This is an optimization exercise on Yosys and OpenROAD, whose aim is small area, a short achievable clock period and few clock cycles per item, not a production implementation. Function was checked by simulation only, so behaviour that the tests miss may differ from the original.

File: run.sh
#!/bin/bash
# synth_recipe.tcl (not shown) runs the flow's synth.tcl, then flattens the netlist and writes it again
# the make line also repeats each setting of config.mk as NAME=value (left out here)
make -C /OpenROAD-flow-scripts/flow DESIGN_CONFIG=/design/flow/config.mk WORK_HOME=/design/flow/orfs CLKGATE_MAP_FILE= SYNTH_SCRIPT=/design/flow/synth_recipe.tcl finish
File: config.mk
export PLATFORM = sky130hd
export DESIGN_NAME = lsc_mapper
export DESIGN_NICKNAME = lsc_mapper
export VERILOG_FILES = /design/flow/design.v
export SDC_FILE = /design/flow/constraint.sdc
export NUM_CORES = 4
export LEC_CHECK = 0
export CAP_MARGIN = 20
export CORE_MARGIN = 2
export CORE_UTILIZATION = 40
export SLEW_MARGIN = 20
File: constraint.sdc
create_clock -name core_clock -period 22.0 [get_ports {clk}]
set_input_delay 4.4000 -clock core_clock [delete_from_list [all_inputs] [get_ports {clk}]]
set_output_delay 4.4000 -clock core_clock [all_outputs]
set_load 0.01 [all_outputs]
File: design.v
module lsc_mapper (
    input  wire        clk,
    input  wire        rst,
    input  wire        in_valid,
    output wire        in_ready,
    input  wire        in_imm,
    input  wire        in_mtrunc,
    input  wire [15:0] in_value,
    input  wire [15:0] in_rmin,
    input  wire [15:0] in_rmax,
    output wire        out_valid,
    input  wire        out_ready,
    output reg  [7:0]  out_angle,
    output reg  [31:0] out_lux
);
    localparam [2:0] S_IDLE  = 3'd0,
                     S_PREP1 = 3'd1,
                     S_PREP2 = 3'd2,
                     S_DIV   = 3'd3,
                     S_DONE  = 3'd4;
    localparam NUM_W = 27;    
    localparam DEN_W = 19;    
    reg [2:0]  state;
    reg        imm_q;
    reg        mtrunc_q;
    reg [15:0] value_q;
    reg [15:0] rmin_q;
    reg [15:0] rmax_q;
    reg [18:0] p_q;
    reg [18:0] lo_q;
    reg [18:0] hi_q;
    reg [NUM_W-1:0] quo_q;      
    reg [DEN_W-1:0] rem_q;
    reg [DEN_W-1:0] den_q;
    reg [4:0]       count_q;
    assign in_ready  = (state == S_IDLE);
    assign out_valid = (state == S_DONE);
    wire [33:0] lux_full  = ({18'd0, value_q} * 34'd163840) / 34'd3;
    wire [18:0] five_raw  = {3'd0, value_q} * 19'd5;
    wire [18:0] trunc_lux = five_raw / 19'd6;
    reg [18:0] p_d, lo_d, hi_d;
    always @(*) begin
        if (imm_q) begin
            p_d  = {3'd0, value_q};
            lo_d = {3'd0, rmin_q};
            hi_d = {3'd0, rmax_q};
        end else if (mtrunc_q) begin
            p_d  = trunc_lux;
            lo_d = {3'd0, rmin_q};
            hi_d = {3'd0, rmax_q};
        end else begin
            p_d  = five_raw;
            lo_d = {3'd0, rmin_q} * 19'd6;
            hi_d = {3'd0, rmax_q} * 19'd6;
        end
    end
    wire [NUM_W-1:0] num_d = {8'd0, p_q - lo_q} * 27'd180;
    wire [DEN_W-1:0] den_d = hi_q - lo_q;
    wire [DEN_W:0]   rem_sh  = {rem_q, quo_q[NUM_W-1]};
    wire             q_bit   = (rem_sh >= {1'b0, den_q});
    wire [DEN_W:0]   rem_sub = rem_sh - {1'b0, den_q};
    wire [DEN_W-1:0] rem_nx  = q_bit ? rem_sub[DEN_W-1:0] : rem_sh[DEN_W-1:0];
    always @(posedge clk) begin
        if (rst) begin
            state <= S_IDLE;
        end else begin
            case (state)
                S_IDLE: begin
                    if (in_valid) begin
                        imm_q    <= in_imm;
                        mtrunc_q <= in_mtrunc;
                        value_q  <= in_value;
                        rmin_q   <= in_rmin;
                        rmax_q   <= in_rmax;
                        state    <= S_PREP1;
                    end
                end
                S_PREP1: begin
                    p_q     <= p_d;
                    lo_q    <= lo_d;
                    hi_q    <= hi_d;
                    out_lux <= lux_full[31:0];
                    state   <= S_PREP2;
                end
                S_PREP2: begin
                    if (p_q < lo_q) begin
                        out_angle <= 8'd0;
                        state     <= S_DONE;
                    end else if (p_q > hi_q) begin
                        out_angle <= 8'd180;
                        state     <= S_DONE;
                    end else begin
                        quo_q   <= num_d;
                        rem_q   <= {DEN_W{1'b0}};
                        den_q   <= den_d;
                        count_q <= 5'd0;
                        state   <= S_DIV;
                    end
                end
                S_DIV: begin
                    rem_q   <= rem_nx;
                    quo_q   <= {quo_q[NUM_W-2:0], q_bit};
                    count_q <= count_q + 5'd1;
                    if (count_q == NUM_W - 1) begin
                        out_angle <= {quo_q[6:0], q_bit};
                        state     <= S_DONE;
                    end
                end
                S_DONE: begin
                    if (out_ready)
                        state <= S_IDLE;
                end
                default: state <= S_IDLE;
            endcase
        end
    end
endmodule
==> run notes <==
## worst max path at each step
stage	from	end	cells after the start
floorplan	value_q[1]$_DFFE_PP_	out_lux[1]$_DFFE_PP_	118
global placement	value_q[3]$_DFFE_PP_	out_lux[0]$_DFFE_PP_	108
detailed placement	value_q[3]$_DFFE_PP_	out_lux[0]$_DFFE_PP_	108
CTS	value_q[3]$_DFFE_PP_	out_lux[0]$_DFFE_PP_	110
global route	value_q[7]$_DFFE_PP_	out_lux[1]$_DFFE_PP_	109
finish	value_q[3]$_DFFE_PP_	out_lux[0]$_DFFE_PP_	108
## cells by family (layout without fill, tap and decap cells)
group | count (synthesis) | count (layout) | share of synthesized area (%)
adder cells (fa/ha/maj) | 240 | 240 | 15.3
multiplexers | 54 | 54 | 2.62
buffers and inverters | 278 | 485 | 5.15
XOR/XNOR | 147 | 147 | 6.04
AO/OA/AOI/OAI | 727 | 727 | 23.7
AND/OR/NAND/NOR | 698 | 699 | 16.6
flip-flops | 220 | 220 | 30.7
## cell usage in the layout, fill, tap and decap left out, drive strengths merged, types with 27 or more instances in the layout
| cell type | count |
|---|---|
| o21bai | 28 |
| nand3 | 51 |
| xor2 | 61 |
| inv | 200 |
| xnor2 | 86 |
| nand2 | 175 |
| nor2 | 191 |
| buf | 139 |
| edfxtp | 217 |
| o21ai | 170 |
| nor3 | 48 |
| clkbuf | 32 |
| fa | 38 |
| a21o | 83 |
| nor2b | 29 |
| clkdlybuf4s50 | 95 |
| and2 | 39 |
| a21oi | 172 |
| ha | 201 |
| nand4 | 27 |
| mux2i | 39 |
| nand2b | 31 |
## layer usage
metal / vias to the layer above / global-route usage (%)
met2: 455 / 34.3
met1: 8947 / 27.9
li1: 9162 / -
met5: - / 0
met3: 91 / 2.15
met4: 0 / 5.17
## final cells by class
class / count / area [um2] / share of cell area, %
Clock buffer: 32 / 737 / 2.86
Clock inverter: 19 / 188 / 0.727
Inverter: 200 / 788 / 3.05
Multi-Input combinational cell: 1867 / 14600 / 56.7
Sequential cell: 220 / 6580 / 25.5
Tap cell: 688 / 861 / 3.33
Timing Repair Buffer: 234 / 2030 / 7.86
## through the flow
step / instances / utilization, % / setup WS, ps / TNS, ps / hold WS (ps)
6_report: 3260 / 48.9 / 974 / 0 / 524
5_1_grt: 3260 / 48.9 / -253 / -495 / 551
4_1_cts: 3206 / 47.6 / 22.8 / 0 / 527
3_5_place_dp: 3149 / 45.6 / -585 / -1110 / 514
3_3_place_gp: 3149 / 45.6 / 190 / 0 / 509
2_1_floorplan: 2364 / - / 12.6 / 0 / 495
## state kept, by name, summed over array words and instances (netlist names), 3 cells and up
| name | count |
|---|---|
| rmax_q | 16 |
| out_angle | 8 |
| rmin_q | 16 |
| quo_q | 27 |
| p_q | 19 |
| state | 3 |
| den_q | 19 |
| hi_q | 19 |
| count_q | 5 |
| lo_q | 19 |
| out_lux | 32 |
| rem_q | 19 |
| value_q | 16 |
## repair_timing
action,4_1_cts,5_1_grt
cloned,0,1
pin swaps,5,42
resized for setup,10,52
hold buffers,0,0
buffers inserted,6,52
endpoints found under the setup margin,2,3
## worst register-to-register path: cells and delay by family, from the launching register on
kind	cells	cell delay, ps
multiplexers	3	820
AO/OA/AOI/OAI	33	6820
adder cells (fa/ha/maj)	16	3430
buffers and inverters	15	1700
AND/OR/NAND/NOR	32	6090
flip-flops	1	420
XOR/XNOR	9	1520
==> flow_metrics.py <==
metrics = {
    "placement": {
        "routabilityCongestion": 0.912,
        "dp_hpwl_um": 45000,
        "placement.io_buffers": 95,
        "placed_cell_area_mm2": 0.0241,
    },
    "critical_path": {
        "reg2reg_to": "out_lux[0]$_DFFE_PP_",
        "regToRegStartpoint": "value_q[3]$_DFFE_PP_",
        "critical_path.slowest_cell": "sky130_fd_sc_hd__or4_4",
        "crit_type": "flip-flop to flip-flop",
        "critical_path.max_stage_delay_ps": 540,
        "worst_setup_path_start_kind": "flip-flop",
        "endpoint_kind": "flip-flop",
        "timing.critical_path.required_ps": 22310,
        "cp_num_buf_inv": 15,
        "worst-r2r-cell-count": 108,
        "timing.critical_path.fanout_max": 12,
        "worst_path_dominant_cell_family": "compound AO/OA/AOI/OAI gates",
        "crit_top_cell": "sky130_fd_sc_hd__ha_4",
        "arrival_ps": 21340,
        "worst-r2r-setup-slack_ps": 970,
    },
    "routing": {
        "top_layer_in_use": "met4",
        "detailroute.via_count": 18655,
        "met3_wirelength_um": 2360,
        "viasPerCell": 5.72,
        "drt-pass1-iter-count": 6,
        "drt_wl_total_um": 58300,
        "drt-initial-drc-count": 1354,
        "wl_met1_um": 27100,
        "routedWlPerCell_um": 17.9,
        "wl_met2_um": 27500,
        "drc": 0,
        "drtAntennaViolNets": 0,
    },
    "timing": {
        "setup_viol_count_final": 0,
        "timing.clock.skew_ps": 23.7,
        "slew_headroom_pct": 29.2,
        "post-route-period-util_pct": 95.6,
        "fmax_ghz": 0.0476,
        "max_slew.worst_pin.slew_ps": 1050,
        "layout_min_cycle_time_ps": 21030,
        "report.final.hold_viol_count": 0,
        "number_of_max_slew_violations_in_the_final_report": 0,
    },
    "final_layout": {
        "final_design_area_no_fill_mm2": 0.0258,
        "layout.nets": 2844,
        "drive_gt1_share_pct": 14.6,
        "area_growth_syn_to_layout_pct": 20.3,
        "antenna_cells": 0,
        "layout_filler_cell_count": 4964,
    },
    "global_route": {
        "antenna_violations_before_repair": 0,
        "globalRouteOverflowTotal": 0,
        "grt_start_max_net_pins": 79,
        "first_pass_grt_wire_length_um": 94100,
        "number_of_global_route_vias_before_repair": 18261,
        "grt.total_usage_pct": 20.4,
    },
    "floorplanning": {
        "ioPinCount": 96,
        "die_height_um": 236,
        "initial_cell_density_of_the_core_pct": 40.7,
        "placement_rows": 84,
        "placeableCoreArea_mm2": 0.0528,
        "die-area_mm2": 0.0555,
        "chipWidth_um": 236,
    },
    "yosys": {
        "post_synthesis_register_bit_count": 220,
        "number_of_flops_mapped_to_enable_cells_by_yosys": 217,
        "post-synth-top-area-fraction_pct": 30.4,
        "netlist-cell-type-count": 119,
        "count_of_warnings_emitted_by_yosys": 1,
        "yosysMostFrequentCell": "sky130_fd_sc_hd__edfxtp_1",
        "yosys_most_used_dff": "sky130_fd_sc_hd__edfxtp_1",
        "post_synth.cell_area_avg_um2": 9.07,
        "postSynthNetCount": 2657,
        "post_synthesis_sequential_area_ratio_pct": 30.7,
        "syn-cell-area_mm2": 0.0215,
        "synthesized_instance_count": 2364,
        "async_flop_share_pct": 0,
        "netlist.top_cell.by_area": "sky130_fd_sc_hd__edfxtp_1",
        "yosys-top-cells-count": "217 x sky130_fd_sc_hd__edfxtp_1, 201 x sky130_fd_sc_hd__ha_1, 192 x sky130_fd_sc_hd__inv_1",
        "synthTopCellsByArea": "sky130_fd_sc_hd__edfxtp_1 30%, sky130_fd_sc_hd__ha_1 12%, sky130_fd_sc_hd__a21oi_1 4.0%, sky130_fd_sc_hd__fa_1 3.5%, sky130_fd_sc_hd__xnor2_1 3.5%",
    },
    "clocking": {
        "cts_root_buffer": "sky130_fd_sc_hd__clkbuf_16",
        "clkLatencyLatePin_ps": 570,
        "cts_buffer_depth": 3,
        "clk_pin_slew_ps": 60,
        "tritoncts": "built",
        "cts-htree-levels": 1,
        "clkSinkCount": 220,
        "cts_buffers": 28,
    },
    "run_status": {
        "run_status": "no timing/DRC/antenna violations",
    },
    "hold_path": {
        "min-delay-path-class": "flip-flop to flip-flop",
        "min_delay_worst_endpoint": "quo_q[26]$_DFFE_PP_",
        "holdCritStartpoint": "quo_q[25]$_DFFE_PP_",
        "hold_depth": 2,
    },
    "flow_run": {
        "cap_viol_max_count": 0,
    },
}
Testbench counts, summed over its fixed seeds: cycles 56,144, items 2,048.

-- afterwards: timing with drivers on the ports --
No port has a modelled driver above. Below, the same layout with a new extraction and two added sets of constraints.
Step 1, drivers: a clkbuf_16 drives clk and a buf_2 each remaining input, both assumed.
Step 2 adds t to the input delays and takes it off the output delays; t is the mean of the earliest and latest rising clock arrival at the registers after step 1. Input paths then give back, and output paths get back, about the clock's delay inside the block.
a / b / c = no drivers / after step 1 / after step 2; a / b = the first two.
shift t [ns]: 0.622
setup slack, ns: 0.974 / 0.974 / 0.974
hold slack, ns: 0.524 / 0.524 / 0.524
worst setup path at the end: register to register
slew at the worst register clock pin (ns): 0.07 / 0.07
After both steps setup and hold are still met in this run. For this run, drivers alone change the setup slack by 0.000 ns; drivers and shift together by 0.000 ns.
